This is an optimization exercise on Yosys and OpenROAD, whose aim is small area and a short achievable clock period, not a production implementation. The RTL was checked by simulation tests, not by an equivalence proof against the original design. Power is estimated from default activity; no workload was simulated.

<file path="design.v">
module p4_core (
    input  wire        clk,
    input  wire        rst,           
    output wire [14:0] imem_addr,
    input  wire [15:0] imem_rdata,
    output wire [15:0] d_addr,
    output wire [15:0] d_wdata,
    output wire        d_we,
    output wire        d_re,
    input  wire [15:0] d_rdata,
    input  wire [15:0] irq,
    output wire        halted
);
    reg [15:0] regs [1:7];
    reg [14:0] pc;
    reg        jp;
    reg [14:0] jt;            
    reg        flag_e, flag_z, flag_c, flag_n, flag_o;
    reg [15:0] imask;
    reg [15:0] ipend;
    reg        se;
    reg [14:0] ra_reg;
    reg        rescan;
    reg        run_illegal;
    reg [15:0] held_irq;
    wire [15:0] w = imem_rdata;
    assign imem_addr = pc;
    wire [1:0] fmt   = w[15:14];
    wire [1:0] c_op  = w[13:12];
    wire [3:0] cond  = w[11:8];
    wire [2:0] rd    = w[13:11];
    wire [2:0] sub   = w[10:8];
    wire [2:0] ra    = w[5:3];
    wire [2:0] rb    = w[2:0];
    wire [4:0] code  = w[10:6];
    wire [7:0] imm8  = w[7:0];
    wire f0 = (fmt == 2'b00);
    wire f1 = (fmt == 2'b01);
    wire f2 = (fmt == 2'b10);
    wire f3 = (fmt == 2'b11);
    wire is_br   = f0 && (c_op == 2'd1);
    wire is_jmp  = f0 && (c_op == 2'd2);
    wire is_jal  = f0 && (c_op == 2'd3);
    wire is_mov  = f1 && (sub == 3'd0);
    wire is_load = f1 && (sub == 3'd2);
    wire is_stor = f1 && (sub == 3'd3);
    wire is_eni  = f1 && (sub == 3'd4);
    wire is_dsi  = f1 && (sub == 3'd5);
    wire is_rti  = f1 && (sub == 3'd6);
    wire is_int  = f1 && (sub == 3'd7);
    wire is_imm  = f3 && (sub[2:1] == 2'b00 || sub[2:1] == 2'b01) && (sub != 3'd1);
    wire is_mvih = f3 && (sub == 3'd2);
    wire is_mvil = f3 && (sub == 3'd3);
    wire is_clc  = f3 && (sub == 3'd4);
    wire is_stc  = f3 && (sub == 3'd5);
    wire is_cmc  = f3 && (sub == 3'd6);
    wire cond_ok = (cond != 4'd0) && (cond <= 4'd11);
    wire alu_ok  = code[4] ? (code[3] == 1'b0)
                           : (code[3] ? (code[2] == 1'b0) : (code[2:1] != 2'b11));
    reg legal;
    always @(*) begin
        case (fmt)
            2'b00:   legal = (c_op == 2'd0) || cond_ok;
            2'b01:   legal = (sub != 3'd1);
            2'b10:   legal = alu_ok;
            default: legal = (sub != 3'd1) && (sub != 3'd7);
        endcase
    end
    wire exec = !run_illegal && legal;
    wire [15:0] a_val = (ra == 3'd0) ? 16'h0000 : regs[ra];
    wire [15:0] b_val = (rb == 3'd0) ? 16'h0000 : regs[rb];
    reg cond_base;
    always @(*) begin
        case (cond[3:1])
            3'd1:    cond_base = flag_z;
            3'd2:    cond_base = flag_c;
            3'd3:    cond_base = flag_n;
            3'd4:    cond_base = flag_o;
            3'd5:    cond_base = ~(flag_n | flag_z);
            default: cond_base = 1'b0;
        endcase
    end
    wire cond_true = cond_base ^ cond[0];
    wire arith  = f2 && (code[4:3] == 2'b00);
    wire logic_op = f2 && (code[4:3] == 2'b01);
    wire use_b  = f2 && (code[3] ? (code[1:0] != 2'b00) : !code[2]);
    wire inv_b  = f2 && (code[3] ? (code[1:0] == 2'b00) : (code[2] ^ code[0]));
    wire cin    = code[2] ? code[0] : (code[1] ? (flag_c ^ code[0]) : code[0]);
    wire [15:0] b_op = (b_val & {16{use_b}}) ^ {16{inv_b}};
    wire [15:0] p    = a_val ^ b_op;
    wire [15:0] g    = a_val & b_op;
    wire [15:0] t    = a_val | b_op;
    wire [16:0] carry;
    p4_carry16 u_carry (.p(p), .g(g), .cin(cin), .carry(carry));
    wire [16:0] sum   = {carry[16], p ^ carry[15:0]};
    wire        add_c = sum[16] ^ inv_b;
    wire        add_o = (a_val[15] == b_op[15]) && (sum[15] != a_val[15]);
    wire [15:0] zbits = {~(p[15:1] ^ t[14:0]), ~(p[0] ^ cin)};
    wire        sum_zero = &zbits;
    reg in_bit;
    always @(*) begin
        case (code[2:1])
            2'd0: in_bit = 1'b0;
            2'd1: in_bit = code[0] ? 1'b0 : a_val[15];
            2'd2: in_bit = code[0] ? a_val[15] : a_val[0];
            default: in_bit = flag_c;
        endcase
    end
    wire        shift_op = f2 && code[4];
    wire        sel_shl  = shift_op && code[0];
    wire        sel_shr  = shift_op && !code[0];
    wire [15:0] shl_r    = {a_val[14:0], in_bit};
    wire [15:0] shr_r    = {in_bit, a_val[15:1]};
    wire        shift_c  = code[0] ? a_val[15] : a_val[0];
    wire        shla_o   = a_val[15] ^ a_val[14];
    wire sel_p = (logic_op && (code[1:0] != 2'b01)) || is_mov;
    wire sel_g1 = logic_op && (code[1:0] != 2'b00) && (code[1:0] != 2'b11);
    wire [15:0] other_r = (p & {16{sel_p}}) | (g & {16{sel_g1}}) |
                          (shl_r & {16{sel_shl}}) | (shr_r & {16{sel_shr}});
    wire [15:0] alu_r   = arith ? sum[15:0] : other_r;
    wire        alu_zero = arith ? sum_zero : (other_r == 16'h0000);
    reg [7:1] reg_is_imask;
    integer ci;
    always @(*)
        for (ci = 1; ci < 8; ci = ci + 1)
            reg_is_imask[ci] = (regs[ci] == 16'hFFFA);
    wire addr_is_imask = (ra != 3'd0) && reg_is_imask[ra];
    assign d_addr  = a_val;
    assign d_wdata = b_val;
    assign d_we    = !run_illegal && is_stor && !addr_is_imask;
    assign d_re    = !run_illegal && is_load && !addr_is_imask;
    wire [15:0] load_val = addr_is_imask ? imask : d_rdata;
    wire        take = (cond_true && (is_br || is_jmp || is_jal)) || is_rti;
    wire [14:0] pc_add = pc + (is_br ? {{7{imm8[7]}}, imm8} : 15'd2);
    wire [14:0] take_target = is_rti ? ra_reg : (is_br ? pc_add : b_val[14:0]);
    wire [14:0] pc_seq = jp ? jt : (pc + 15'd1);
    wire wr_link = is_jal && cond_true;
    wire wr_full = wr_link || is_mov || is_load || f2 || (is_imm && !is_mvih && !is_mvil);
    wire wr_hi   = wr_full || is_mvih;
    wire wr_lo   = wr_full || is_mvil;
    wire [2:0] wr_idx = wr_link ? 3'd7 : rd;
    wire [15:0] imm_val = {is_mvih ? imm8 : {8{imm8[7]}}, imm8};
    wire        sel_sum = arith;
    wire        sel_oth = (f2 && !arith) || is_mov;
    wire [15:0] wr_val =
        ({16{wr_link}} & {1'b0, pc_add}) |
        ({16{sel_sum}} & sum[15:0]) |
        ({16{sel_oth}} & other_r) |
        ({16{is_load}} & load_val) |
        ({16{is_imm}}  & imm_val);
    wire z_n = f2 ? alu_zero : flag_z;
    wire n_n = f2 ? alu_r[15] : flag_n;
    wire c_n = f2 ? (code[4] ? shift_c : (code[3] ? flag_c : add_c)) :
               is_clc ? 1'b0 : is_stc ? 1'b1 : is_cmc ? ~flag_c : flag_c;
    wire o_n = f2 ? (code[4] ? ((code[2:0] == 3'd3) ? shla_o : flag_o)
                             : (code[3] ? flag_o : add_o)) : flag_o;
    wire e_exec = is_eni ? 1'b1 : is_dsi ? 1'b0 : is_rti ? se : flag_e;
    wire        stor_imask  = is_stor && addr_is_imask;
    wire [15:0] imask_exec  = stor_imask ? b_val : imask;
    wire [15:0] raises      = irq | held_irq;
    wire        rescan_exec = rescan || is_eni;      
    wire [15:0] rescan_hits = ipend & imask_exec;
    wire        rescan_hit  = rescan_exec && (rescan_hits != 16'h0000);
    wire [15:0] raise_ok    = e_exec ? (raises & (imask_exec | 16'h8000)) : 16'h0000;
    wire        raise_hit   = (raise_ok != 16'h0000);
    wire [15:0] cand        = rescan_hit ? rescan_hits : raise_ok;
    wire [15:0] pick = cand & (~cand + 16'd1);
    wire [3:0]  pick_idx;
    assign pick_idx[0] = |(pick & 16'hAAAA);
    assign pick_idx[1] = |(pick & 16'hCCCC);
    assign pick_idx[2] = |(pick & 16'hF0F0);
    assign pick_idx[3] = |(pick & 16'hFF00);
    wire        svc        = is_int || rescan_hit || raise_hit;
    wire [14:0] svc_vector = {7'h7F, is_int ? imm8 : {pick_idx, 4'h0}};
    wire [15:0] svc_clear  = (!is_int && rescan_hit) ? pick : 16'h0000;
    wire [15:0] svc_taken  = (!is_int && !rescan_hit) ? pick : 16'h0000;
    wire [15:0] wr_val_r = wr_val & {16{~rst}};
    integer i;
    always @(posedge clk) begin
        for (i = 1; i < 8; i = i + 1) begin
            if (rst || (exec && wr_hi && wr_idx == i))
                regs[i][15:8] <= wr_val_r[15:8];
            if (rst || (exec && wr_lo && wr_idx == i))
                regs[i][7:0] <= wr_val_r[7:0];
        end
    end
    always @(posedge clk) begin
        jt <= take_target;
        if (rst) begin
            pc          <= 15'd0;
            jp          <= 1'b0;
            flag_e      <= 1'b0;
            flag_z      <= 1'b0;
            flag_c      <= 1'b0;
            flag_n      <= 1'b0;
            flag_o      <= 1'b0;
            imask       <= 16'h0000;
            ipend       <= 16'h0000;
            se          <= 1'b0;
            ra_reg      <= 15'd0;
            rescan      <= 1'b0;
            run_illegal <= 1'b0;
            held_irq    <= 16'h0000;
        end else if (!run_illegal && !legal) begin
            run_illegal <= 1'b1;
        end else if (exec) begin
            flag_z <= z_n;
            flag_c <= c_n;
            flag_n <= n_n;
            flag_o <= o_n;
            imask  <= imask_exec;
            if (take) begin
                jp       <= 1'b1;
                pc       <= pc_seq;
                flag_e   <= e_exec;
                rescan   <= rescan || is_rti;
                held_irq <= raises;
            end else begin
                jp       <= 1'b0;
                held_irq <= 16'h0000;
                rescan   <= is_int && rescan;
                ipend    <= (ipend & ~svc_clear) | (raises & ~svc_taken);
                if (svc) begin
                    se     <= e_exec;
                    flag_e <= 1'b0;
                    ra_reg <= pc_seq;
                    pc     <= svc_vector;
                end else begin
                    flag_e <= e_exec;
                    pc     <= pc_seq;
                end
            end
        end
    end
    assign halted = run_illegal;
endmodule
module p4_carry16 (
    input  wire [15:0] p,
    input  wire [15:0] g,
    input  wire        cin,
    output wire [16:0] carry
);
    wire [15:0] kg [0:4];
    wire [15:0] kp [0:4];
    assign kg[0] = {g[15:1], g[0] | (p[0] & cin)};
    assign kp[0] = p;
    genvar lv, bt;
    generate
        for (lv = 0; lv < 4; lv = lv + 1) begin : ks_level
            for (bt = 0; bt < 16; bt = bt + 1) begin : ks_bit
                if (bt >= (1 << lv)) begin : ks_node
                    assign kg[lv+1][bt] = kg[lv][bt] | (kp[lv][bt] & kg[lv][bt-(1<<lv)]);
                    assign kp[lv+1][bt] = kp[lv][bt] & kp[lv][bt-(1<<lv)];
                end else begin : ks_pass
                    assign kg[lv+1][bt] = kg[lv][bt];
                    assign kp[lv+1][bt] = kp[lv][bt];
                end
            end
        end
    endgenerate
    assign carry = {kg[4], cin};
endmodule
</file>
<file path="run.sh">
#!/bin/bash
# synth_recipe.tcl (not shown) runs the flow's synth.tcl, then flattens the netlist and writes it again
# the make line also repeats each setting of config.mk as NAME=value (left out here)
make -C /OpenROAD-flow-scripts/flow DESIGN_CONFIG=/design/flow/config.mk WORK_HOME=/design/flow/orfs CLKGATE_MAP_FILE= SYNTH_SCRIPT=/design/flow/synth_recipe.tcl finish
</file>
<file path="constraint.sdc">
create_clock -name core_clock -period 8.0 [get_ports {clk}]
set_input_delay 1.6000 -clock core_clock [delete_from_list [all_inputs] [get_ports {clk}]]
set_output_delay 1.6000 -clock core_clock [all_outputs]
set_load 0.01 [all_outputs]
</file>
<file path="config.mk">
export PLATFORM = sky130hd
export DESIGN_NAME = p4_core
export DESIGN_NICKNAME = p4_core
export VERILOG_FILES = /design/flow/design.v
export SDC_FILE = /design/flow/constraint.sdc
export NUM_CORES = 4
export LEC_CHECK = 0
export CAP_MARGIN = 20
export CORE_MARGIN = 2
export CORE_UTILIZATION = 40
export CTS_BUF_LIST = sky130_fd_sc_hd__clkbuf_4 sky130_fd_sc_hd__clkbuf_8
export SETUP_SLACK_MARGIN = 3.0
export SLEW_MARGIN = 20
export SYNTH_HIERARCHICAL = 1
export SYNTH_MINIMUM_KEEP_SIZE = 0
</file>
==> summary.txt, run 1 <==
The maximum fanout along the worst path came out at 8. The worst slew margin relative to its limit is 36.2%. Entering global routing, the biggest net connects 72 pins. Setup repair after global routing could not meet its margin everywhere. The top flip-flop cell by instance count after synthesis is sky130_fd_sc_hd__edfxtp_1. The final routed wirelength across all metal layers came out at 67500 um. The average vias per placed instance is 6.46. The total of endpoints with negative setup slack in the final report came out at 0. The area of the die came out at 39300 um2.

The number of placed I/O pins came out at 100. The critical path is of the in2reg type. The CTS tree is done. The tool flagged a number of max-cap violations equal to 0. Counting distinct cell types in the post-synthesis netlist gives 96.

The number of hold violations in the final report is 0. The mapped cell area is 15100 um2. The analysis attributes to cell leakage a power of 0.00772 uW. The length of the first detailed-routing pass in iterations is 9. In this run the critical register-to-register path is launched from regs[5][4].

The count of input and output buffers is 99. The weighted congestion reported at the end of routability-driven placement came out at 1.01. The flow ran to the end and the layout has no timing, DRC or antenna violations.

The root buffer cell chosen for the clock tree is sky130_fd_sc_hd__clkbuf_8. After synthesis the netlist holds a flip-flop and latch count of 214. The number of cells on the worst hold path came out at 2. The placed wire-length estimate after detailed placement came out at 46600 um.

The path class of the tightest hold or removal check is reg2reg. The worst hold path terminates at held_irq[11]. The first global-routing pass estimated 96100 um of wire. The residual antenna-violating net count after detailed routing came out at 0. The region available for standard cell placement spans 37400 um2.

The share of final-layout standard cells stronger than drive strength 1 came out at 28.1%. The type of destination of the critical path is a register. The number of antenna violations at the first check in global routing came out at 4.

The total CTS buffers is 38. The capture point of the worst reg-to-reg path is ra_reg[12]. The setup skew after layout is 0.0585 ns. The peak ir drop on the vdd network came out at 0.0934 mV. The number of fillers in the final layout is 3399. Setup slack on the worst reg-to-reg path comes out at 3.43 ns. The count of flip-flops with a built-in enable after synthesis is 112. Sequential cells were found to cover 35.8% of the synthesized design area. The sink count of the clock tree is 214. In this design, the largest share of critical-path delay is due to compound AO/OA/AOI/OAI gates.

The clock-pin transition on the worst setup and hold timing paths came out at 0.05 ns. The total routing usage reported by global routing is 33.3%. The final core area utilization is 54.5%.

The clock tree buffer depth came out at 3. The net count of the mapped netlist is 1837. The number of flip-flops in the largest register came out at 112. The cell area power density is 172 nW/um2. The remaining global-route overflow is 0.

The area growth from synthesis to final layout came out at 35.2%. In this run the core area contains 71 standard-cell rows. Walking the worst path, the cells encountered are buf_12, buf_8, ha_4, buf_12, buf_12, buf_6, a22oi_2, nor2_1, a221o_1, nand2b_4, a21oi_4, buf_6, buf_4, ha_4, and3_2, and4_1, a21oi_4, buf_4, o311ai_4, xnor2_1, o22ai_1, nor2_1, o221ai_2, nor2b_4. The startpoint identified for the worst hold timing path is held_irq[11].

The worst reg2reg path depth came out at 16. Synthesis produced 1735 cells. The iteration-0 DRC count of the detailed router came out at 2367. The smallest clock period supported by the final layout is computed as 5.21 ns. The part of the cycle the worst path needs came out at 65.2%. The later pin in the worst-skew pair is clocked with a latency of 0.59 ns.

The number of hold buffers added after cts came out at 0. The number of global-route vias before repair is 14883. The per-instance average area after synthesis is 8.69 um2.

The fraction of registers with async set/reset is 0%. The required time at the endpoint of the critical path came out at 8.27 ns. The number of H-tree branching levels came out at 2.

The critical path launch point type is an input port. The stage delay of the slowest cell on the critical path came out at 0.28 ns. Counting instances in the post-synthesis netlist gives the leading cell types as sky130_fd_sc_hd__nor2_1, sky130_fd_sc_hd__nand2_1, sky130_fd_sc_hd__a21oi_1.

The initial standard-cell utilization of the core came out at 40.3%. For this run, the number of Yosys warnings is 25. The cell at the slowest stage of the critical path is sky130_fd_sc_hd__o311ai_4. The data arrival time of the critical path is 5.49 ns. After detailed routing, the number of remaining DRC violations is 0. The most common cell in the synthesized netlist is sky130_fd_sc_hd__nor2_1. In this design, the critical path's most frequently occurring cell is sky130_fd_sc_hd__buf_12. By area the synthesized netlist is led by sky130_fd_sc_hd__edfxtp_1, sky130_fd_sc_hd__dfxtp_1, sky130_fd_sc_hd__nor2_1. The aggregate negative setup slack is 0 ns. The number of pins with negative max-slew slack in the final report is 0. The detailed-route wire length per cell came out at 26.8 um. In this run the horizontal extent of the chip is 198 um. The slew of the pin with the lowest slew margin came out at 0.956 ns. The number of buffers and inverters on the critical path is 8. Summing over every cut layer, the via total after detailed routing is 16248. The post-synthesis cell type with the largest combined area is sky130_fd_sc_hd__edfxtp_1. The die height came out at 198 um. regs holds more flip-flops than any other register. The final layout contains 2085 nets. The highest attainable clock frequency came out at 192 MHz.

The share of synthesized area in the top cell type comes to 22.3%.
==> per-module statistics from Yosys, one instance, submodules excluded <==
module      cells  flops+latches  area, um2
p4_carry16     61              0        405
p4_core      1674            214      14700
==> metal layers <==
| layer | GRT usage, % | vias to the layer above | share of wire, % |
|---|---|---|---|
| li1 | - | 7035 | - |
| met1 | 44.3 | 7849 | 40 |
| met2 | 49.8 | 1155 | 43 |
| met3 | 10.8 | 205 | 13 |
| met4 | 13.5 | 4 | 4.3 |
| met5 | 0 | - | 0.037 |
==> layout by cell type (no fill, tap or decap), types with 14 or more instances in the layout <==
master / n
sky130_fd_sc_hd__a21oi_1: 105
sky130_fd_sc_hd__a211oi_1: 26
sky130_fd_sc_hd__nor2b_1: 15
sky130_fd_sc_hd__mux2_2: 30
sky130_fd_sc_hd__nand3_1: 35
sky130_fd_sc_hd__edfxtp_1: 112
sky130_fd_sc_hd__nand2_1: 138
sky130_fd_sc_hd__mux2i_1: 50
sky130_fd_sc_hd__a21oi_4: 14
sky130_fd_sc_hd__buf_6: 35
sky130_fd_sc_hd__ha_1: 30
sky130_fd_sc_hd__nor3_1: 40
sky130_fd_sc_hd__buf_12: 17
sky130_fd_sc_hd__o22ai_1: 24
sky130_fd_sc_hd__a21o_1: 31
sky130_fd_sc_hd__clkdlybuf4s50_1: 59
sky130_fd_sc_hd__inv_1: 45
sky130_fd_sc_hd__o211ai_1: 16
sky130_fd_sc_hd__nor2_1: 178
sky130_fd_sc_hd__nand4_1: 32
sky130_fd_sc_hd__nand2b_1: 15
sky130_fd_sc_hd__xnor2_1: 38
sky130_fd_sc_hd__clkbuf_8: 38
sky130_fd_sc_hd__a222oi_1: 23
sky130_fd_sc_hd__o21ai_0: 73
sky130_fd_sc_hd__xor2_1: 33
sky130_fd_sc_hd__a22oi_1: 45
sky130_fd_sc_hd__buf_4: 159
sky130_fd_sc_hd__dfxtp_1: 102
==> how the worst max path moves through the flow <==
stage	start	end	slack, ns	cells past startpoint
4_1_cts	imem_rdata[3]	d_addr[13]	2.86	12
3_3_place_gp	imem_rdata[4]	pc[4]	0.96	16
6_report	imem_rdata[3]	regs[5][14]	2.79	24
5_1_grt	imem_rdata[3]	flag_z	2.73	22
2_1_floorplan	imem_rdata[4]	flag_z	2.97	19
3_5_place_dp	imem_rdata[4]	pc[4]	0.86	16
==> where the power goes <==
group / switching, uW / leakage (uW) / internal (uW) / total (uW)
Sequential: 102 / 0.00199 / 1250 / 1360
Combinational: 657 / 0.00535 / 478 / 1140
Clock: 473 / 0.000373 / 543 / 1020
Total: 1230 / 0.00772 / 2280 / 3510
==> area by class of cell <==
cell class | instances | area [um2] | share of cell area (%)
multi-input combinational | 1362 | 10400 | 51.1
sequential | 214 | 5410 | 26.5
timing repair buffer | 308 | 2960 | 14.5
tap | 511 | 639 | 3.14
clock buffer | 46 | 583 | 2.86
inverter | 59 | 253 | 1.24
clock inverter | 12 | 116 | 0.571
antenna | 3 | 7.51 | 0.0368
==> stage by stage <==
stage	std cells	cell area (um2)	setup slack [ns]	total power [uW]	hold WS (ns)
after floorplan	1735	15500	2.97	1890	0.425
after global placement	2294	17000	0.964	2260	0.440
after detailed placement	2294	17000	0.865	2270	0.443
after CTS	2456	19500	2.86	3400	0.456
after global routing	2513	20400	2.73	3630	0.473
final	2515	20400	2.79	3510	0.458
==> kinds of logic after synthesis <==
group	count (synthesis)	synth area share, %
compound gates	527	24.1
xor+xnor	80	4.65
fa+ha+maj	52	4.36
buf+inv	166	4.66
flops	214	35.8
mux	97	6.96
simple gates	599	19.5
==> what timing repair did <==
action / 4_1_cts / 5_1_grt
buffers inserted: 93 / 56
gates cloned: 11 / 0
resized for setup: 283 / 131
pin swaps: 74 / 74
setup endpoints to repair: 203 / 163
==> worst min-delay path: cells and delay by family, from the launching register on <==
kind            cells  cell delay (ns)
compound gates      1             0.04
simple gates        1             0.07
flops               1             0.32
==> run 2, diff against run 1 <==
--- a/config.mk
+++ b/config.mk
@@ -10,5 +10,4 @@
 export CORE_UTILIZATION = 40
 export CTS_BUF_LIST = sky130_fd_sc_hd__clkbuf_4 sky130_fd_sc_hd__clkbuf_8
-export SETUP_SLACK_MARGIN = 3.0
 export SLEW_MARGIN = 20
 export SYNTH_HIERARCHICAL = 1
==> summary.txt, run 2 <==
The data arrival time of the critical path came out at 5.39 ns (was 5.49 ns). The clock-pin transition on the worst setup and hold timing paths was 0.06 ns (was 0.05 ns). The share of final-layout standard cells stronger than drive strength 1 is 11.8% (was 28.1%). The met3 global-route usage came out at 7.03% (was 10.8%).

The placement row count came out at 71 (unchanged). The power dissipated by switching net loads is 1150 uW (was 1230 uW). The maximum fanout along the worst path is 20 (was 8).

The final setup slack of the worst path was 1.01 ns (was 2.79 ns). The library cell used as clock root buffer is sky130_fd_sc_hd__clkbuf_8 (unchanged). The post-route minimum period came out at 6.99 ns (was 5.21 ns). The top flip-flop cell by instance count after synthesis is sky130_fd_sc_hd__edfxtp_1 (unchanged). The placed wire-length estimate after detailed placement came out at 47700 um (was 46600 um).

The global-route layer with the greatest usage is met2 (unchanged). The area growth from synthesis to final layout is 16.5% (was 35.2%). The net count of the mapped netlist came to 1837 (unchanged). The die height is 198 um (unchanged).

The synthesized netlist cell count came to 1735 (unchanged). The largest net degree at the start of global routing came out at 78 (was 72). The placeable core region was 37400 um2 (unchanged). The first-pass GRT wire length came to 93100 um (was 96100 um). The area of the die is 39300 um2 (unchanged). The CTS tree is done (unchanged). The power share of the clock group is 32.4% (was 29.0%). The sink count of the clock tree came to 214 (unchanged).

The count of flip-flops with a built-in enable after synthesis came out at 112 (unchanged). The number of flip-flops in the largest register came out at 112 (unchanged). The global-route met1 utilization is 46.7% (was 44.3%). The type of destination of the critical path is a primary output (was register). Most numerous cell types in the synthesized netlist: sky130_fd_sc_hd__nor2_1, sky130_fd_sc_hd__nand2_1, sky130_fd_sc_hd__a21oi_1 (unchanged).

The critical path start-end classification is in2out (was in2reg). The post-placement setup slack is 0.668 ns (was 0.865 ns). The total routing usage reported by global routing came to 32.3% (was 33.3%). The standard cell area after detailed placement was 16800 um2 (was 17000 um2). The part of the cycle the worst path needs came out at 87.3% (was 65.2%).

The worst slew margin relative to its limit came out at 25.3% (was 36.2%). The sequential cell fraction of total power is 40.6% (was 38.7%). The aggregate negative setup slack was 0 ns (unchanged). The number of H-tree branching levels came out at 2 (unchanged). The slew of the pin with the lowest slew margin is 1.12 ns (was 0.956 ns). The cell area power density is 190 nW/um2 (was 172 nW/um2). Unrepaired setup endpoints after global routing: no (was yes). Outcome: complete, no violations (unchanged).

The count of input and output buffers is 99 (unchanged). The average vias per placed instance is 6.41 (was 6.46). The fraction of registers with async set/reset is 0% (unchanged). The power share of the combinational group came out at 27.0% (was 32.4%). The total number of nets in the final design is 1942 (was 2085).

The number of hold buffers added after cts is 0 (unchanged). The type of the most critical hold path is reg2reg (unchanged). The most instantiated library cell after synthesis was sky130_fd_sc_hd__nor2_1 (unchanged). The initial standard-cell utilization of the core is 40.3% (unchanged).

The peak ir drop on the vdd network is 0.139 mV (was 0.0934 mV). The final core area utilization is 47.0% (was 54.5%). The number of pins with negative max-slew slack in the final report is 0 (unchanged). The clock tree buffer depth is 3 (unchanged). The residual antenna-violating net count after detailed routing is 0 (unchanged).

The detailed-route via count came to 15258 (was 16248). The remaining global-route overflow is 0 (unchanged). The leading cell type in the layout, fill and taps excluded is sky130_fd_sc_hd__nor2_1 (unchanged). The setup skew after layout is 0.0325 ns (was 0.0585 ns). The number of hold violations in the final report came to 0 (unchanged). The number of library cell types mapped by synthesis came out at 96 (unchanged). The fraction of synthesized cell area taken by the top area cell type came out at 22.3% (unchanged). The number of antenna violations at the first check in global routing came out at 0 (was 4). The per-instance average area after synthesis is 8.69 um2 (unchanged). The fraction of the yosys area taken by sequential cells came out at 35.8% (unchanged). The clock latency on the worst-skew pair is 0.62 ns (was 0.59 ns).

The total leakage power came out at 0.00647 uW (was 0.00772 uW). The cell area after layout is 17600 um2 (was 20400 um2). The post-CTS setup buffer count is 0 (was 93). The highest attainable clock frequency is 143 MHz (was 192 MHz). The required time at the endpoint of the critical path was 6.40 ns (was 8.27 ns). The length of the first detailed-routing pass in iterations came out at 6 (was 9).

The number of warnings reported in the yosys synthesis log came out at 25 (unchanged). The post-CTS resize count is 0 (was 283). The detailed-route wire length per cell came to 26.9 um (was 26.8 um). The final routed wirelength across all metal layers is 64000 um (was 67500 um).

Cell types occupying the most area after synthesis: sky130_fd_sc_hd__edfxtp_1, sky130_fd_sc_hd__dfxtp_1, sky130_fd_sc_hd__nor2_1 (unchanged). The register bank with the most flops is regs (unchanged). The number of global-route vias before repair was 13920 (was 14883). The die boundary width came out at 198 um (unchanged). The total DRC errors in the routed layout came out at 0 (unchanged). The total CTS buffers is 40 (was 38).

The mapped cell area came out at 15100 um2 (unchanged). Most frequent cells in the layout: sky130_fd_sc_hd__nor2_1, sky130_fd_sc_hd__nand2_1, sky130_fd_sc_hd__a21oi_1 (was sky130_fd_sc_hd__nor2_1, sky130_fd_sc_hd__buf_4, sky130_fd_sc_hd__nand2_1). The post-synthesis cell type with the largest combined area was sky130_fd_sc_hd__edfxtp_1 (unchanged). The total of endpoints with negative setup slack in the final report is 0 (unchanged). The number of synthesized register bits came to 214 (unchanged). The weighted congestion reported at the end of routability-driven placement came out at 0.991 (was 1.01). The count of maximum capacitance violations was 0 (unchanged). The number of placed I/O pins is 100 (unchanged). The met2 layer usage reported by global route came to 48.1% (was 49.8%). The iteration-0 DRC count of the detailed router came out at 2343 (was 2367). The cell internal power dissipation is 2180 uW (was 2280 uW). The critical path launch point type is an input port (unchanged). The switching fraction of total power came out at 34.6% (was 35.1%).
-- run 2: power by group through the flow --
stage	registers (uW)	clock network (uW)	logic (uW)
floorplan	1330	0	521
global placement	1370	0	877
detailed placement	1370	0	878
CTS	1350	1100	882
global route	1360	1150	957
finish	1350	1080	901
-- run 2: cell type report --
| cell class | instances | area, um2 |
|---|---|---|
| clock inverters | 16 | 109 |
| diodes | 1 | 2.50 |
| inverters | 59 | 221 |
| multi-input cells | 1355 | 9010 |
| fillers | 3668 | 19800 |
| clock buffers | 54 | 674 |
| well taps | 511 | 639 |
| repair buffers | 170 | 1510 |
| flip-flops and latches | 214 | 5410 |
-- run 2: metrics by stage --
stage	hold slack [ns]	total power [uW]	cells
after detailed placement	0.441	2250	2309
final	0.453	3330	2380
after global routing	0.478	3470	2379
after global placement	0.435	2250	2309
after CTS	0.453	3330	2379
after floorplan	0.425	1850	1735
-- run 2: kinds of logic (layout without fill, tap and decap cells) --
logic type / Yosys count / after routing / synth area share, %
xor+xnor: 80 / 80 / 4.65
compound gates: 527 / 527 / 24.1
other cells: 0 / 1 / 0
mux: 97 / 97 / 6.96
flops: 214 / 214 / 35.8
simple gates: 599 / 599 / 19.5
buf+inv: 166 / 299 / 4.66
fa+ha+maj: 52 / 52 / 4.36
-- run 2: critical path: stages --
cell                              delay (ns)
sky130_fd_sc_hd__clkdlybuf4s50_1        0.66
sky130_fd_sc_hd__inv_1                  0.27
sky130_fd_sc_hd__ha_1                   0.22
sky130_fd_sc_hd__o21ai_0                0.11
sky130_fd_sc_hd__and2_1                 0.48
sky130_fd_sc_hd__a221o_1                0.48
sky130_fd_sc_hd__nand2b_1               0.15
sky130_fd_sc_hd__a21oi_1                0.59
sky130_fd_sc_hd__buf_4                  0.25
sky130_fd_sc_hd__inv_1                  0.06
sky130_fd_sc_hd__clkdlybuf4s50_1        0.48
-- run 2: worst paths after layout --
check	endpoint	slack, ns	cells after the start	start
min reg2reg	jt[4]	0.45	2	ra_reg[4]
max reg2reg	pc[4]	2.84	15	regs[4][2]
min	jt[4]	0.45	2	ra_reg[4]
max	d_addr[6]	1.01	11	imem_rdata[3]
-- run 2: metal layers --
metal / vias to the layer above / part of all wire [%]
met5: - / 0
met4: 0 / 2.6
met3: 113 / 11
met2: 989 / 43
met1: 7417 / 44
li1: 6739 / -
-- run 2: modules after synthesis, one instance, submodules excluded --
module      times used  flip-flops and latches  area, um2
p4_carry16           1                       0        405
p4_core              1                     214      14700
==> run 3, diff against run 2 <==
==> flow/run.sh (new file) <==
#!/bin/bash
# Layout: the standard flow (standard.sh, all steps) with one change:
# the port buffers that global placement inserts are buf_2 cells instead of
# the buffer the flow picks by default (a clkdlybuf4s50 delay cell).
# make's output, with every tool's output, goes to standard.log here; ORFS
# also keeps each step's log under orfs/logs/.
set -euo pipefail
export BUFFER_PORTS_ARGS="-buffer_cell sky130_fd_sc_hd__buf_2"
bash standard.sh > standard.log 2>&1
==> standard.sh (new file) <==
#!/bin/bash
# synth_recipe.tcl (not shown) runs the flow's synth.tcl, then flattens the netlist and writes it again
# the make line also repeats each setting of config.mk as NAME=value (left out here)
make -C /OpenROAD-flow-scripts/flow DESIGN_CONFIG=/design/flow/config.mk WORK_HOME=/design/flow/orfs CLKGATE_MAP_FILE= SYNTH_SCRIPT=/design/flow/synth_recipe.tcl "${@:-finish}"
--- a/config.mk
+++ b/config.mk
@@ -10,4 +10,5 @@
 export CORE_UTILIZATION = 40
 export CTS_BUF_LIST = sky130_fd_sc_hd__clkbuf_4 sky130_fd_sc_hd__clkbuf_8
+export SETUP_SLACK_MARGIN = 3.0
 export SLEW_MARGIN = 20
 export SYNTH_HIERARCHICAL = 1
removed: run.sh
==> summary.txt, run 3 <==
The mapped cell area is 15100 um2 (unchanged). The post-route minimum period is 5.03 ns (was 6.99 ns). The number of synthesized register bits is 214 (unchanged).

The synthesized netlist cell count was 1735 (unchanged). The net count of the mapped netlist came out at 1837 (unchanged). The clock latency on the worst-skew pair came out at 0.64 ns (was 0.62 ns).

The number of antenna violations at the first check in global routing came out at 1 (was 0). The worst hold endpoint is ra_reg[7] (was jt[4]). The sink count of the clock tree came out at 214 (unchanged). The fraction of registers with async set/reset is 0% (unchanged). The type of the most critical hold path is reg2reg (unchanged). The number of hold violations in the final report was 0 (unchanged). Critical Path, Cell by Cell: buf_12, inv_16, ha_4, o21ai_4, and2_4, buf_12, a221o_1, nand2b_1, a21oi_4, inv_2, buf_2 (was clkdlybuf4s50_1, inv_1, ha_1, o21ai_0, and2_1, a221o_1, nand2b_1, a21oi_1, buf_4, inv_1, clkdlybuf4s50_1). The total CTS buffers is 41 (was 40). The aggregate negative setup slack is 0 ns (unchanged). The iteration-0 DRC count of the detailed router was 2194 (was 2343). The data arrival time of the critical path is 3.43 ns (was 5.39 ns). The count of flip-flops with a built-in enable after synthesis is 112 (unchanged). The placement row count came out at 71 (unchanged). The register bank with the most flops was regs (unchanged).

The launching point of the worst reg2reg path is regs[6][0] (was regs[4][2]). The detailed-route via count came out at 15920 (was 15258). The first-pass GRT wire length came out at 96100 um (was 93100 um). The weighted congestion reported at the end of routability-driven placement came to 1.03 (was 0.991). The top flip-flop cell by instance count after synthesis is sky130_fd_sc_hd__edfxtp_1 (unchanged). The cell at the slowest stage of the critical path is sky130_fd_sc_hd__a221o_1 (was sky130_fd_sc_hd__clkdlybuf4s50_1). The final routed wirelength across all metal layers is 67700 um (was 64000 um). Most frequent cells in the layout: sky130_fd_sc_hd__nor2_1, sky130_fd_sc_hd__nand2_1, sky130_fd_sc_hd__edfxtp_1 (was sky130_fd_sc_hd__nor2_1, sky130_fd_sc_hd__nand2_1, sky130_fd_sc_hd__a21oi_1). The initial standard-cell utilization of the core is 40.3% (unchanged).

The stage delay of the slowest cell on the critical path was 0.34 ns (was 0.66 ns). The largest net degree at the start of global routing came out at 54 (was 78). The area of the die was 39300 um2 (unchanged). The number of global-route vias before repair is 14546 (was 13920). The length of the first detailed-routing pass in iterations is 6 (unchanged). The worst slew margin relative to its limit was 34.0% (was 25.3%). The post-placement setup slack came to 1.29 ns (was 0.668 ns). The number of placed I/O pins is 100 (unchanged). Cell types occupying the most area after synthesis: sky130_fd_sc_hd__edfxtp_1, sky130_fd_sc_hd__dfxtp_1, sky130_fd_sc_hd__nor2_1 (unchanged). The placeable core region came out at 37400 um2 (unchanged). The number of pins with negative max-slew slack in the final report is 0 (unchanged). The type of destination of the critical path is a primary output (unchanged). The total leakage power is 0.00725 uW (was 0.00647 uW). The cell area power density came out at 185 nW/um2 (was 190 nW/um2). Most numerous cell types in the synthesized netlist: sky130_fd_sc_hd__nor2_1, sky130_fd_sc_hd__nand2_1, sky130_fd_sc_hd__a21oi_1 (unchanged). The fraction of synthesized cell area taken by the top area cell type came out at 22.3% (unchanged). The total number of nets in the final design is 2001 (was 1942).

The area growth from synthesis to final layout came out at 26.8% (was 16.5%). The average vias per placed instance came out at 6.53 (was 6.41). The count of maximum capacitance violations is 0 (unchanged). The final core area utilization came out at 51.1% (was 47.0%). The clock tree buffer depth came out at 3 (unchanged). The clock-pin transition on the worst setup and hold timing paths is 0.05 ns (was 0.06 ns). The total routing usage reported by global routing is 33.3% (was 32.3%). The per-instance average area after synthesis came to 8.69 um2 (unchanged). The number of cells on the worst hold path is 2 (unchanged). The library cell appearing most often on the critical path is sky130_fd_sc_hd__buf_12. The final setup slack of the worst path came out at 2.97 ns (was 1.01 ns). The library cell used as clock root buffer is sky130_fd_sc_hd__clkbuf_8 (unchanged). The part of the cycle the worst path needs is 62.8% (was 87.3%).

The number of H-tree branching levels is 2 (unchanged). The maximum fanout along the worst path came out at 6 (was 20). The slew of the pin with the lowest slew margin was 0.988 ns (was 1.12 ns). The remaining global-route overflow is 0 (unchanged).

The total DRC errors in the routed layout is 0 (unchanged). The total of endpoints with negative setup slack in the final report came out at 0 (unchanged). The origin of the worst min-delay path is ra_reg[7] (was ra_reg[4]). The CTS tree was done (unchanged). The share of final-layout standard cells stronger than drive strength 1 came out at 27.9% (was 11.8%). The residual antenna-violating net count after detailed routing came out at 0 (unchanged). The setup skew after layout is 0.0585 ns (was 0.0325 ns).

The number of flip-flops in the largest register came out at 112 (unchanged). The number of library cell types mapped by synthesis came out at 96 (unchanged). The placed wire-length estimate after detailed placement is 47200 um (was 47700 um). The required time at the endpoint of the critical path is 6.40 ns (about the same). The number of warnings reported in the yosys synthesis log is 25 (unchanged).

The detailed-route wire length per cell is 27.8 um (was 26.9 um). The post-synthesis cell type with the largest combined area is sky130_fd_sc_hd__edfxtp_1 (unchanged). The count of input and output buffers is 99 (unchanged). Outcome: complete, no violations (unchanged).

The peak ir drop on the vdd network came out at 0.106 mV (was 0.139 mV). The critical path start-end classification is in2out (unchanged). The worst reg2reg path depth is 14 (was 15). The highest attainable clock frequency is 199 MHz (was 143 MHz). The die height came to 198 um (unchanged). The leading cell type in the layout, fill and taps excluded was sky130_fd_sc_hd__nor2_1 (unchanged). The internal reg-to-reg setup slack came to 3.48 ns (was 2.84 ns).

The fraction of the yosys area taken by sequential cells was 35.8% (unchanged). The most instantiated library cell after synthesis is sky130_fd_sc_hd__nor2_1 (unchanged). Unrepaired setup endpoints after global routing: yes (was no). The capture point of the worst reg-to-reg path is pc[4] (unchanged). The die boundary width was 198 um (unchanged).

The number of hold buffers added after cts came out at 0 (unchanged). The critical path launch point type was an input port (unchanged).
## run 3: cell counts after synthesis
Identical to the previous run, type by type.
## run 3: report_power, final
part | total, uW | internal (uW) | switching (uW)
clock network | 1150 | 638 | 508
logic | 1020 | 398 | 626
registers | 1360 | 1260 | 103
## run 3: worst max-delay path: cells and delay by family
kind | cells | cell delay, ns
AO/OA/AOI/OAI | 3 | 0.69
buffers and inverters | 5 | 0.55
adder cells (fa/ha/maj) | 1 | 0.16
AND/OR/NAND/NOR | 2 | 0.40
## run 3: Yosys stat by module, one instance, submodules excluded
| module | area [um2] | cells |
|---|---|---|
| p4_core | 14700 | 1674 |
| p4_carry16 | 405 | 61 |
## run 3: how the worst max path moves through the flow
stage	startpoint	end	slack (ns)	cells past startpoint
finish	imem_rdata[4]	d_addr[10]	2.97	11
global route	imem_rdata[2]	regs[6][15]	2.88	17
CTS	imem_rdata[0]	flag_z	2.91	17
detailed placement	imem_rdata[3]	regs[3][13]	1.29	18
global placement	imem_rdata[0]	regs[5][15]	1.30	16
floorplan	imem_rdata[4]	flag_z	2.97	19
## run 3: repair_timing
item                                   4_1_cts  5_1_grt
cloned                                       4        3
setup endpoints to repair                  191      143
resized for setup                          108      139
pin swaps                                   29       62
setup buffers                               34       50
endpoints found under the hold margin        0        0
## run 3: metal layers
layer / GRT usage, % / vias up / routed length, um / part of all wire (%)
li1: - / 6871 / - / -
met2: 48.0 / 1191 / 28400 / 42
met5: 0 / - / 0 / 0
met4: 16.6 / 0 / 3550 / 5.2
met1: 46.0 / 7634 / 27300 / 40
met3: 8.38 / 224 / 8440 / 12
## run 3: final cells by class
class,count,area (um2)
timing repair buffer,224,1830
antenna,2,5.00
clock inverter,12,119
sequential,214,5410
inverter,59,253
tap,511,639
clock buffer,58,711
fill,3529,18300
multi-input combinational,1359,10200
## run 3: through the flow
| step | hold slack (ns) | instances | cell area [um2] | total power, uW |
|---|---|---|---|---|
| global route | 0.472 | 2438 | 19100 | 3640 |
| global placement | 0.436 | 2276 | 16300 | 2220 |
| detailed placement | 0.447 | 2276 | 16300 | 2220 |
| CTS | 0.459 | 2384 | 18000 | 3420 |
| finish | 0.457 | 2439 | 19100 | 3530 |
| floorplan | 0.425 | 1735 | 15500 | 1890 |
## run 3: cells by family after synthesis
group,count (synthesis),share of synthesized area (%)
compound gates,527,24.1
xor+xnor,80,4.65
fa+ha+maj,52,4.36
buf+inv,166,4.66
flops,214,35.8
mux,97,6.96
simple gates,599,19.5
==> run 4, diff against run 3 <==
--- a/config.mk
+++ b/config.mk
@@ -10,5 +10,5 @@
 export CORE_UTILIZATION = 40
 export CTS_BUF_LIST = sky130_fd_sc_hd__clkbuf_4 sky130_fd_sc_hd__clkbuf_8
-export SETUP_SLACK_MARGIN = 3.0
+export SETUP_SLACK_MARGIN = 2.0
 export SLEW_MARGIN = 20
 export SYNTH_HIERARCHICAL = 1
==> summary.txt, run 4 <==
The residual antenna-violating net count after detailed routing is 0 (unchanged). The clock latency on the worst-skew pair came out at 0.64 ns (about the same). The number of flip-flops in the largest register is 112 (unchanged). The placed wire-length estimate after detailed placement came out at 47700 um (was 47200 um). The number of fillers in the final layout was 3726 (was 3529).

The area growth from synthesis to final layout is 13.6% (was 26.8%). The total power draw was 3330 uW (was 3530 uW). The total number of nets in the final design is 1928 (was 2001). The initial standard-cell utilization of the core came out at 40.3% (unchanged). The stage delay of the slowest cell on the critical path came out at 0.59 ns (was 0.34 ns). The die height is 198 um (unchanged). The weighted congestion reported at the end of routability-driven placement is 1.04 (was 1.03).

The first-pass GRT wire length came out at 93800 um (was 96100 um). The number of global-route vias before repair came out at 14233 (was 14546). The sink count of the clock tree was 214 (unchanged). The combinational family with the most area after synthesis is compound AO/OA/AOI/OAI gates (unchanged).

The number of pins with negative max-slew slack in the final report came out at 0 (unchanged). The peak ir drop on the vdd network came to 0.119 mV (was 0.106 mV). The number of hold buffers added after cts is 0 (unchanged). Most numerous cell types in the synthesized netlist: sky130_fd_sc_hd__nor2_1, sky130_fd_sc_hd__nand2_1, sky130_fd_sc_hd__a21oi_1 (unchanged). The library cell used as clock root buffer is sky130_fd_sc_hd__clkbuf_8 (unchanged). The area of combinational cells with multiple inputs came out at 9120 um2 (was 10200 um2).

The mapped cell area came out at 15100 um2 (unchanged). The worst hold endpoint is jt[1] (was ra_reg[7]). The fraction of the mapped netlist area in compound gates was 24.1% (unchanged). The average vias per placed instance was 6.39 (was 6.53).

The total DRC errors in the routed layout came out at 0 (unchanged). The maximum fanout along the worst path is 29 (was 6). The simple-gate area share of the yosys netlist is 19.5% (unchanged). The net count of the mapped netlist was 1837 (unchanged). The area of the die was 39300 um2 (unchanged). The die boundary width is 198 um (unchanged).

The share of synthesized area spent on multiplexers is 6.96% (unchanged). The type of the most critical hold path is reg2reg (unchanged). Cell types occupying the most area after synthesis: sky130_fd_sc_hd__edfxtp_1, sky130_fd_sc_hd__dfxtp_1, sky130_fd_sc_hd__nor2_1 (unchanged). The detailed-route via count came out at 15098 (was 15920). The xor and xnor area share after synthesis was 4.65% (unchanged). The standard cell area after detailed placement came out at 16100 um2 (was 16300 um2). The total leakage power is 0.00649 uW (was 0.00725 uW). The count of maximum capacitance violations came out at 0 (unchanged). The post-route minimum period is 5.91 ns (was 5.03 ns).

The number of H-tree branching levels came to 2 (unchanged). The length of the first detailed-routing pass in iterations came out at 7 (was 6). The number of hold violations in the final report is 0 (unchanged). The type of destination of the critical path is a register (was primary output). The fraction of the mapped netlist area in adder cells is 4.36% (unchanged). The total routing usage reported by global routing came out at 32.4% (was 33.3%). The leading cell type in the layout, fill and taps excluded was sky130_fd_sc_hd__nor2_1 (unchanged). The internal reg-to-reg setup slack came out at 3.41 ns (was 3.48 ns).

The remaining global-route overflow is 0 (unchanged). The placeable core region came out at 37400 um2 (unchanged). The per-instance average area after synthesis is 8.69 um2 (unchanged).

The fraction of the yosys area taken by sequential cells is 35.8% (unchanged). The clock-pin transition on the worst setup and hold timing paths is 0.06 ns (was 0.05 ns). The cell area power density came out at 194 nW/um2 (was 185 nW/um2). The number of placed I/O pins came out at 100 (unchanged).

The post-synthesis cell type with the largest combined area is sky130_fd_sc_hd__edfxtp_1 (unchanged). The fraction of registers with async set/reset was 0% (unchanged). The CTS tree is done (unchanged). The final core area utilization is 45.8% (was 51.1%). The cell area after layout came out at 17100 um2 (was 19100 um2).

The launching point of the worst reg2reg path is regs[4][2] (was regs[6][0]). The number of warnings reported in the yosys synthesis log came out at 25 (unchanged). The highest attainable clock frequency is 169 MHz (was 199 MHz).

The fraction of synthesized cell area taken by the top area cell type is 22.3% (unchanged). The count of input and output buffers is 99 (unchanged). The critical path launch point type was an input port (unchanged).

The number of cells after detailed placement is 2286 (was 2276). The register bank with the most flops is regs (unchanged). The worst reg2reg path depth came to 14 (unchanged). The number of cells in the finished layout apart from fillers is 2363 (was 2439). The worst slew margin relative to its limit is 18.7% (was 34.0%).

The top flip-flop cell by instance count after synthesis is sky130_fd_sc_hd__edfxtp_1 (unchanged). The iteration-0 DRC count of the detailed router is 2027 (was 2194). The clock tree buffer depth is 3 (unchanged). The part of the cycle the worst path needs came to 73.9% (was 62.8%).

The number of library cell types mapped by synthesis came out at 96 (unchanged). The total of endpoints with negative setup slack in the final report is 0 (unchanged). The slew of the pin with the lowest slew margin is 1.21 ns (was 0.988 ns). The number of antenna violations at the first check in global routing came out at 3 (was 1). The origin of the worst min-delay path is ra_reg[1] (was ra_reg[7]). Most frequent cells in the layout: sky130_fd_sc_hd__nor2_1, sky130_fd_sc_hd__nand2_1, sky130_fd_sc_hd__a21oi_1 (was sky130_fd_sc_hd__nor2_1, sky130_fd_sc_hd__nand2_1, sky130_fd_sc_hd__edfxtp_1). Critical Path, Cell by Cell: buf_2, inv_1, ha_2, or2_1, or3_1, a41oi_1, a2111o_2, buf_4, or3_1, a21oi_1, a21oi_2, buf_4, and3_1, a31oi_1, o2111ai_1, nor4b_2, o22ai_1 (was buf_12, inv_16, ha_4, o21ai_4, and2_4, buf_12, a221o_1, nand2b_1, a21oi_4, inv_2, buf_2).

The number of cells on the worst hold path is 2 (unchanged). The count of flip-flops with a built-in enable after synthesis came out at 112 (unchanged). The most instantiated library cell after synthesis is sky130_fd_sc_hd__nor2_1 (unchanged). Outcome: complete, no violations (unchanged).

The combined flip-flop and latch cell area is 5410 um2 (unchanged). Unrepaired setup endpoints after global routing: yes (unchanged). The aggregate negative setup slack came to 0 ns (unchanged). The required time at the endpoint of the critical path came to 8.47 ns (was 6.40 ns). The detailed-route wire length per cell is 26.9 um (was 27.8 um).

The share of final-layout standard cells stronger than drive strength 1 came out at 17.4% (was 27.9%). The capture point of the worst reg-to-reg path is pc[4] (unchanged). The total CTS buffers came to 41 (unchanged).

The synthesized netlist cell count is 1735 (unchanged). The placement row count came out at 71 (unchanged). The number of synthesized register bits came out at 214 (unchanged). The critical path start-end classification was in2reg (was in2out). The setup skew after layout came to 0.0299 ns (was 0.0585 ns). The cell at the slowest stage of the critical path is sky130_fd_sc_hd__a2111o_2 (was sky130_fd_sc_hd__a221o_1). The final routed wirelength across all metal layers is 63600 um (was 67700 um). The largest net degree at the start of global routing was 61 (was 54). The data arrival time of the critical path came out at 6.38 ns (was 3.43 ns).
-- run 4: cell count changes in the layout (fill, tap and decap cells not counted), moves of 9 or more --
cell	before	now
sky130_fd_sc_hd__a21oi_1	109	124
sky130_fd_sc_hd__buf_4	102	58
sky130_fd_sc_hd__nor2_1	178	190
sky130_fd_sc_hd__mux2i_1	52	61
sky130_fd_sc_hd__buf_6	13	0
sky130_fd_sc_hd__inv_1	48	57
sky130_fd_sc_hd__buf_2	84	95
sky130_fd_sc_hd__ha_4	12	0
sky130_fd_sc_hd__buf_12	13	0
sky130_fd_sc_hd__ha_1	30	50
sky130_fd_sc_hd__o21ai_0	75	85
-- run 4: modules after synthesis (local to each module, per instance) --
module / copies in the design / cells inside
p4_core: 1 / 1674
p4_carry16: 1 / 61
-- run 4: power breakdown --
group	internal [uW]	switching, uW	leakage [uW]
Clock	617	507	0.000424
Sequential	1260	105	0.00199
Combinational	297	548	0.00407
Total	2170	1160	0.00649
-- run 4: layout make-up --
type	instances	share of cell area, %
Antenna cell	1	0.0146
Clock buffer	54	3.94
Clock inverter	14	0.825
Inverter	59	1.29
Multi-Input combinational cell	1355	53.2
Sequential cell	214	31.6
Tap cell	511	3.73
Timing Repair Buffer	155	5.41
-- run 4: metrics by stage --
stage	worst slack, ns	hold WS, ns
5_1_grt	1.86	0.487
4_1_cts	2.02	0.457
3_3_place_gp	0.822	0.441
3_5_place_dp	0.871	0.441
6_report	2.09	0.454
2_1_floorplan	2.35	0.425
-- run 4: logic make-up (layout without fill, tap and decap cells) --
logic type,count (synthesis),in the layout
muxes,97,97
xor gates and xnor gates,80,80
buffers and inverters,166,282
AOI/OAI and AO/OA,527,527
and+or+nand+nor,599,599
adders and majority gates,52,52
other,0,1
DFF,214,214
-- run 4: timing repair --
action,in CTS,in global routing
gates resized for setup,12,16
pin swaps,0,3
setup buffers,0,8
endpoints found under the setup margin,82,112
-- run 4: worst max-delay path by stage --
stage	from	end	slack (ns)	cells past startpoint
after floorplan	imem_rdata[9]	regs[1][13]	2.35	18
after global placement	imem_rdata[4]	flag_z	0.82	18
after detailed placement	imem_rdata[4]	regs[1][13]	0.87	18
after CTS	imem_rdata[3]	pc[5]	2.02	16
after global routing	imem_rdata[4]	flag_z	1.86	19
final	imem_rdata[4]	pc[4]	2.09	17
-- run 4: worst max-delay path: cells and delay by family --
kind | cells | cell delay (ns)
simple gates | 5 | 1.67
fa+ha+maj | 1 | 0.41
buf+inv | 4 | 0.95
compound gates | 7 | 1.71
-- run 4: routing by layer --
layer / track usage, % / routed length, um / part of all wire (%) / vias up
met1: 46.5 / 27900 / 44 / 7326
li1: - / - / - / 6710
met2: 47.6 / 26900 / 42 / 903
met3: 6.75 / 6600 / 10 / 155
met5: 0 / 29 / 0.046 / -
met4: 12.1 / 2230 / 3.5 / 4
==> run 5, diff against run 4 <==
--- a/config.mk
+++ b/config.mk
@@ -10,5 +10,5 @@
 export CORE_UTILIZATION = 40
 export CTS_BUF_LIST = sky130_fd_sc_hd__clkbuf_4 sky130_fd_sc_hd__clkbuf_8
-export SETUP_SLACK_MARGIN = 2.0
+export SETUP_SLACK_MARGIN = 2.5
 export SLEW_MARGIN = 20
 export SYNTH_HIERARCHICAL = 1
==> summary.txt, run 5 <==
The detailed-route wire length per cell was 26.7 um (was 26.9 um). The share of final-layout standard cells stronger than drive strength 1 came out at 20.5% (was 17.4%). The die height is 198 um (unchanged). The net count of the mapped netlist is 1837 (unchanged). The cell area power density is 191 nW/um2 (was 194 nW/um2). The total of endpoints with negative setup slack in the final report is 0 (unchanged).

The weighted congestion reported at the end of routability-driven placement came to 0.971 (was 1.04). The part of the cycle the worst path needs came out at 67.8% (was 73.9%). The number of placed I/O pins is 100 (unchanged).

The per-instance average area after synthesis came out at 8.69 um2 (unchanged). The highest attainable clock frequency is 184 MHz (was 169 MHz). The initial standard-cell utilization of the core came out at 40.3% (unchanged). The final routed wirelength across all metal layers was 63600 um (about the same). The total CTS buffers came out at 38 (was 41). The number of synthesized register bits is 214 (unchanged). The required time at the endpoint of the critical path came out at 6.40 ns (was 8.47 ns). The count of flip-flops with a built-in enable after synthesis came out at 112 (unchanged).

The type of destination of the critical path is a primary output (was register). The number of flip-flops in the largest register was 112 (unchanged). The residual antenna-violating net count after detailed routing came out at 0 (unchanged).

The aggregate negative setup slack came out at 0 ns (unchanged). The startpoint of the most critical setup path is imem_rdata[5] (was imem_rdata[4]). The total number of nets in the final design came out at 1943 (was 1928). The number of hold buffers added after cts was 0 (unchanged). The die boundary width came out at 198 um (unchanged). The total DRC errors in the routed layout is 0 (unchanged). The sink count of the clock tree is 214 (unchanged). The internal reg-to-reg setup slack is 3.23 ns (was 3.41 ns). The most instantiated library cell after synthesis was sky130_fd_sc_hd__nor2_1 (unchanged). Most numerous cell types in the synthesized netlist: sky130_fd_sc_hd__nor2_1, sky130_fd_sc_hd__nand2_1, sky130_fd_sc_hd__a21oi_1 (unchanged).

The clock tree buffer depth came out at 3 (unchanged). The switching fraction of total power is 34.3% (was 34.8%). The clock-pin transition on the worst setup and hold timing paths came out at 0.05 ns (was 0.06 ns).

The average vias per placed instance came out at 6.36 (was 6.39). The final core area utilization is 47.4% (was 45.8%). The placed wire-length estimate after detailed placement came out at 46400 um (was 47700 um). The type of the most critical hold path is reg2reg (unchanged). The number of global-route vias before repair came to 14262 (was 14233). The post-route minimum period is 5.42 ns (was 5.91 ns). The CTS tree is done (unchanged). The mapped cell area is 15100 um2 (unchanged).

The data arrival time of the critical path came out at 3.82 ns (was 6.38 ns). The number of H-tree branching levels came out at 2 (unchanged). The register bank with the most flops was regs (unchanged). The detailed-route via count came out at 15174 (was 15098). Outcome: complete, no violations (unchanged).

The placement row count was 71 (unchanged). The critical path launch point type is an input port (unchanged). The worst slew margin relative to its limit came out at 30.4% (was 18.7%). The power dissipated by switching net loads was 1160 uW (about the same).

The iteration-0 DRC count of the detailed router came out at 1991 (was 2027). The slew of the pin with the lowest slew margin is 1.04 ns (was 1.21 ns). The fraction of registers with async set/reset came out at 0% (unchanged).

The peak ir drop on the vdd network is 0.105 mV (was 0.119 mV). The length of the first detailed-routing pass in iterations is 8 (was 7). The launching point of the worst reg2reg path is regs[5][0] (was regs[4][2]). The sequential cell fraction of total power came out at 40.1% (was 40.9%). Cell types occupying the most area after synthesis: sky130_fd_sc_hd__edfxtp_1, sky130_fd_sc_hd__dfxtp_1, sky130_fd_sc_hd__nor2_1 (unchanged). The placeable core region is 37400 um2 (unchanged). The worst hold slack across all endpoints came to 0.455 ns (was 0.454 ns).

The largest net degree at the start of global routing came out at 81 (was 61). The first-pass GRT wire length came out at 93000 um (was 93800 um). The count of maximum capacitance violations came out at 0 (unchanged). The setup skew after layout came to 0.0274 ns (was 0.0299 ns). The total leakage power is 0.00668 uW (was 0.00649 uW). The number of antenna violations at the first check in global routing came to 5 (was 3).

The power share of the combinational group came to 26.0% (was 25.4%). The critical path start-end classification is in2out (was in2reg). The worst reg2reg path depth is 15 (was 14). The capture point of the worst reg-to-reg path is pc[7] (was pc[4]). The clock latency on the worst-skew pair was 0.58 ns (was 0.64 ns). The total routing usage reported by global routing came out at 31.9% (was 32.4%). The remaining global-route overflow is 0 (unchanged). The synthesized netlist cell count was 1735 (unchanged). Most frequent cells in the layout: sky130_fd_sc_hd__nor2_1, sky130_fd_sc_hd__nand2_1, sky130_fd_sc_hd__a21oi_1 (unchanged). The fraction of synthesized cell area taken by the top area cell type is 22.3% (unchanged). The count of input and output buffers was 99 (unchanged). The leading cell type in the layout, fill and taps excluded is sky130_fd_sc_hd__nor2_1 (unchanged). The library cell used as clock root buffer is sky130_fd_sc_hd__clkbuf_8 (unchanged). The number of warnings reported in the yosys synthesis log was 25 (unchanged). The fraction of the yosys area taken by sequential cells is 35.8% (unchanged). The number of hold violations in the final report was 0 (unchanged). The maximum fanout along the worst path came out at 26 (was 29). The termination of the worst setup path is d_re (was pc[4]).

The cell internal power dissipation came out at 2220 uW (was 2170 uW). The area growth from synthesis to final layout is 17.5% (was 13.6%). Unrepaired setup endpoints after global routing: yes (unchanged). The area of the die is 39300 um2 (unchanged). The number of pins with negative max-slew slack in the final report was 0 (unchanged). The post-synthesis cell type with the largest combined area was sky130_fd_sc_hd__edfxtp_1 (unchanged). The top flip-flop cell by instance count after synthesis is sky130_fd_sc_hd__edfxtp_1 (unchanged). The power share of the clock group is 33.9% (was 33.7%). The number of library cell types mapped by synthesis was 96 (unchanged).
[run 5: cell count changes in the layout (fill, tap and decap cells not counted), sizes merged, moves of 2 or more]
cell	previous run	this run
buf	153	168
bufinv	2	4
clkbuf	56	51
clkinv	8	11
clkinvlp	2	5
diode	1	5
inv	61	59
[run 5: how the worst min path moves through the flow]
| stage | to | start | cells after the start | slack [ns] |
|---|---|---|---|---|
| after global routing | ra_reg[2] | ra_reg[2] | 2 | 0.48 |
| after global placement | held_irq[11] | held_irq[11] | 2 | 0.44 |
| after floorplan | jt[3] | ra_reg[3] | 2 | 0.42 |
| after CTS | jt[3] | ra_reg[3] | 2 | 0.46 |
| after detailed placement | jt[3] | ra_reg[3] | 2 | 0.44 |
| final | held_irq[7] | held_irq[7] | 2 | 0.45 |
[run 5: Yosys stat by module, one instance, submodules excluded]
module,cells inside,flops+latches
p4_core,1674,214
p4_carry16,61,0
[run 5: power groups by stage]
stage          clock network (uW)  logic, uW  registers (uW)
3_3_place_gp                    0        813            1370
3_5_place_dp                    0        812            1370
2_1_floorplan                   0        522            1330
5_1_grt                      1210        938            1360
6_report                     1140        880            1350
4_1_cts                      1160        830            1350
[run 5: logic make-up after synthesis]
| family | Yosys count | synth area share (%) |
|---|---|---|
| muxes | 97 | 6.96 |
| buffers and inverters | 166 | 4.66 |
| AOI/OAI and AO/OA | 527 | 24.1 |
| and+or+nand+nor | 599 | 19.5 |
| xor gates and xnor gates | 80 | 4.65 |
| DFF | 214 | 35.8 |
| adders and majority gates | 52 | 4.36 |
[run 5: cell type report]
| cell class | count | area (um2) |
|---|---|---|
| diodes | 5 | 12.5 |
| clock buffers | 49 | 631 |
| clock inverters | 20 | 209 |
| fillers | 3670 | 19700 |
| inverters | 59 | 225 |
| multi-input cells | 1358 | 9450 |
| flip-flops and latches | 214 | 5410 |
| well taps | 511 | 639 |
| repair buffers | 170 | 1150 |
[run 5: stage by stage]
| stage | setup WS [ns] | cell area, um2 | instances | total power [uW] |
|---|---|---|---|---|
| after global routing | 2.45 | 17700 | 2382 | 3510 |
| after detailed placement | 1.00 | 16100 | 2284 | 2180 |
| final | 2.58 | 17700 | 2386 | 3380 |
| after floorplan | 2.52 | 15100 | 1735 | 1850 |
| after global placement | 1.03 | 16100 | 2284 | 2180 |
| after CTS | 2.47 | 17300 | 2361 | 3330 |
[run 5: metal layers]
| layer | share of wire, % | vias up | global-route usage [%] |
|---|---|---|---|
| met1 | 43 | 7352 | 44.3 |
| li1 | - | 6757 | - |
| met5 | 0.024 | - | 0 |
| met4 | 3.4 | 4 | 11.1 |
| met3 | 11 | 139 | 7.49 |
| met2 | 43 | 922 | 48.5 |
[run 5: what timing repair did]
item / CTS / global route
pin swaps: 6 / 17
buffers inserted: 7 / 18
endpoints found under the setup margin: 160 / 127
resized for setup: 48 / 60
gates cloned: 1 / 2
[run 5: worst max-delay path: stages]
cell                       delay, ns
sky130_fd_sc_hd__buf_2          0.14
sky130_fd_sc_hd__buf_4          0.39
sky130_fd_sc_hd__o21bai_1       0.14
sky130_fd_sc_hd__nor3_1         0.29
sky130_fd_sc_hd__nand2_1        0.16
sky130_fd_sc_hd__nand4_1        0.23
sky130_fd_sc_hd__mux2i_1        0.12
sky130_fd_sc_hd__o22ai_2        0.16
sky130_fd_sc_hd__buf_6          0.26
sky130_fd_sc_hd__nor3_1         0.13
sky130_fd_sc_hd__buf_2          0.17
==> run 6, diff against run 5 <==
==> flow/run.sh (replaced) <==
#!/bin/bash
# Layout: the standard flow (standard.sh, all steps) with two changes:
#  - the port buffers that global placement inserts are buf_2 cells instead
#    of the buffer the flow picks by default (a clkdlybuf4s50 delay cell);
#  - synthesis leaves adders to ABC (no ADDER_MAP_FILE, so no extract_fa
#    full/half-adder cells), which keeps the ALU's carry network fast.
#    Registers are unchanged: same names and cell types as the standard
#    synthesis.
# make's output, with every tool's output, goes to standard.log here; ORFS
# also keeps each step's log under orfs/logs/.
set -euo pipefail
export BUFFER_PORTS_ARGS="-buffer_cell sky130_fd_sc_hd__buf_2"
export ADDER_MAP_FILE=
bash standard.sh > standard.log 2>&1
==> config.mk (replaced) <==
export PLATFORM = sky130hd
export DESIGN_NAME = p4_core
export DESIGN_NICKNAME = p4_core
export VERILOG_FILES = /design/flow/design.v
export SDC_FILE = /design/flow/constraint.sdc
export NUM_CORES = 4
export LEC_CHECK = 0
export ABC_AREA = 1
export CAP_MARGIN = 20
export CORE_MARGIN = 2
export CORE_UTILIZATION = 55
export CTS_BUF_LIST = sky130_fd_sc_hd__clkbuf_4 sky130_fd_sc_hd__clkbuf_8
export SETUP_SLACK_MARGIN = 3.0
export SLEW_MARGIN = 20
==> summary.txt, run 6 <==
The post-route minimum period is 5.10 ns (was 5.42 ns). Cell types occupying the most area after synthesis: sky130_fd_sc_hd__edfxtp_1, sky130_fd_sc_hd__dfxtp_1, sky130_fd_sc_hd__nand2_1 (was sky130_fd_sc_hd__edfxtp_1, sky130_fd_sc_hd__dfxtp_1, sky130_fd_sc_hd__nor2_1). The internal reg-to-reg setup slack came out at 3.80 ns (was 3.23 ns).

The power dissipated by switching net loads is 1210 uW (was 1160 uW). The per-instance average area after synthesis is 6.95 um2 (was 8.69 um2). The peak ir drop on the vdd network is 0.159 mV (was 0.105 mV). The detailed-route wire length per cell is 23.7 um (was 26.7 um). The worst hold slack across all endpoints was 0.446 ns (was 0.455 ns). The setup skew after layout came out at 0.0434 ns (was 0.0274 ns).

The leading cell type in the layout, fill and taps excluded is sky130_fd_sc_hd__nand2_1 (was sky130_fd_sc_hd__nor2_1). The fraction of the yosys area taken by sequential cells is 36.8% (was 35.8%). The total of endpoints with negative setup slack in the final report came out at 0 (unchanged). The post-synthesis cell type with the largest combined area is sky130_fd_sc_hd__edfxtp_1 (unchanged). The type of the most critical hold path is reg2reg (unchanged). The count of maximum capacitance violations came out at 0 (unchanged). The area of the die is 28000 um2 (was 39300 um2). The final routed wirelength across all metal layers came to 61300 um (was 63600 um). The number of cells on the worst hold path is 2 (unchanged). The number of synthesized register bits is 214 (unchanged). The capture point of the worst reg-to-reg path is pc[6] (was pc[7]). The detailed-route via count came to 16940 (was 15174). The remaining global-route overflow came out at 0 (unchanged). The slew of the pin with the lowest slew margin came out at 1.17 ns (was 1.04 ns). The launching point of the worst reg2reg path is regs[2][15] (was regs[5][0]). The worst slew margin relative to its limit is 21.5% (was 30.4%). The residual antenna-violating net count after detailed routing was 0 (unchanged). The number of hold violations in the final report came to 0 (unchanged). The net count of the mapped netlist came out at 2163 (was 1837). The worst reg2reg path depth came out at 25 (was 15).

The number of pins with negative max-slew slack in the final report came out at 0 (unchanged). The synthesized netlist cell count is 2113 (was 1735). Outcome: complete, no violations (unchanged). The first-pass GRT wire length came out at 90500 um (was 93000 um). The length of the first detailed-routing pass in iterations is 21 (was 8).
==> run 6: changes by cell type after synthesis, sizes merged, moves of 23 or more <==
cell	delta
mux2	-33
o21ai	+63
a222oi	-23
a21o	-32
xnor2	-40
a22oi	-36
inv	+283
nand2	+279
o22ai	+64
nand3	+132
ha	-51
mux2i	-61
a221oi	+25
==> run 6: timing repair <==
| action | in CTS | in global routing |
|---|---|---|
| resized for setup | 52 | 54 |
| setup buffers | 9 | 16 |
| cloned | 3 | 2 |
| pin swaps | 4 | 8 |
| endpoints found under the setup margin | 136 | 133 |
==> run 6: routing by layer <==
layer | track usage, % | vias up | share of wire, %
li1 | - | 7453 | -
met1 | 56.8 | 7779 | 38
met2 | 62.4 | 1446 | 42
met3 | 12.2 | 262 | 15
met4 | 19.4 | 0 | 5.5
met5 | 0 | - | 0
==> run 6: worst max path at each step <==
stage,end,cells past startpoint,start
2_1_floorplan,d_addr[15],10,imem_rdata[5]
3_3_place_gp,ra_reg[6],21,imem_rdata[1]
3_5_place_dp,ra_reg[3],21,imem_rdata[1]
4_1_cts,pc[6],26,imem_rdata[4]
5_1_grt,pc[6],25,imem_rdata[1]
6_report,regs[1][5],17,imem_rdata[0]
==> run 6: final cells by class <==
cell class | instances | area (um2)
Antenna cell | 2 | 5.00
Clock buffer | 56 | 727
Clock inverter | 17 | 129
Fill cell | 2378 | 9300
Inverter | 346 | 1340
Multi-Input combinational cell | 1474 | 7980
Sequential cell | 214 | 5410
Tap cell | 335 | 419
Timing Repair Buffer | 139 | 825
Timing Repair inverter | 1 | 7.51
==> run 6: power by group through the flow <==
stage          clock, uW  sequential, uW  combinational (uW)
2_1_floorplan          0            1330                 481
3_3_place_gp           0            1350                 748
3_5_place_dp           0            1350                 753
4_1_cts             1140            1330                 776
5_1_grt             1190            1340                 892
6_report            1140            1340                 848
==> run 6: cell families after synthesis <==
group,share of synthesized area (%)
compound gates,20.7
xor+xnor,2.09
simple gates,28.7
buf+inv,11.7
flops,36.8
==> run 6: stage by stage <==
step / setup slack, ns / area (um2) / power, uW / std cells
6_report: 2.90 / 16800 / 3330 / 2584
5_1_grt: 2.85 / 16800 / 3420 / 2582
4_1_cts: 2.99 / 16400 / 3250 / 2563
3_5_place_dp: 1.37 / 15300 / 2110 / 2478
3_3_place_gp: 1.46 / 15300 / 2100 / 2478
2_1_floorplan: 3.48 / 14700 / 1810 / 2113
==> run 6: worst max-delay path, stage by stage <==
cell and delay [ns]:
sky130_fd_sc_hd__clkbuf_4 0.25, sky130_fd_sc_hd__inv_6 0.12, sky130_fd_sc_hd__nand3_4 0.23, sky130_fd_sc_hd__o22ai_1 0.11, sky130_fd_sc_hd__nor2_1 0.22, sky130_fd_sc_hd__nand3_1 0.12, sky130_fd_sc_hd__nand2_1 0.27, sky130_fd_sc_hd__inv_1 0.11
sky130_fd_sc_hd__nand2_1 0.09, sky130_fd_sc_hd__xor2_1 0.22, sky130_fd_sc_hd__nand2_1 0.15, sky130_fd_sc_hd__nand2_1 0.24, sky130_fd_sc_hd__nor2_1 0.06, sky130_fd_sc_hd__nor3_1 0.40, sky130_fd_sc_hd__inv_1 0.13, sky130_fd_sc_hd__a2111oi_1 0.71
sky130_fd_sc_hd__a21oi_2 0.29

Setup slack of run 6, layout unchanged: 2.896 ns with ideal ports, 2.881 ns with driving cells assumed (clock clkbuf_16, inputs buf_2), 2.256 ns with port delays also shifted by the 0.625 ns mid clock arrival.
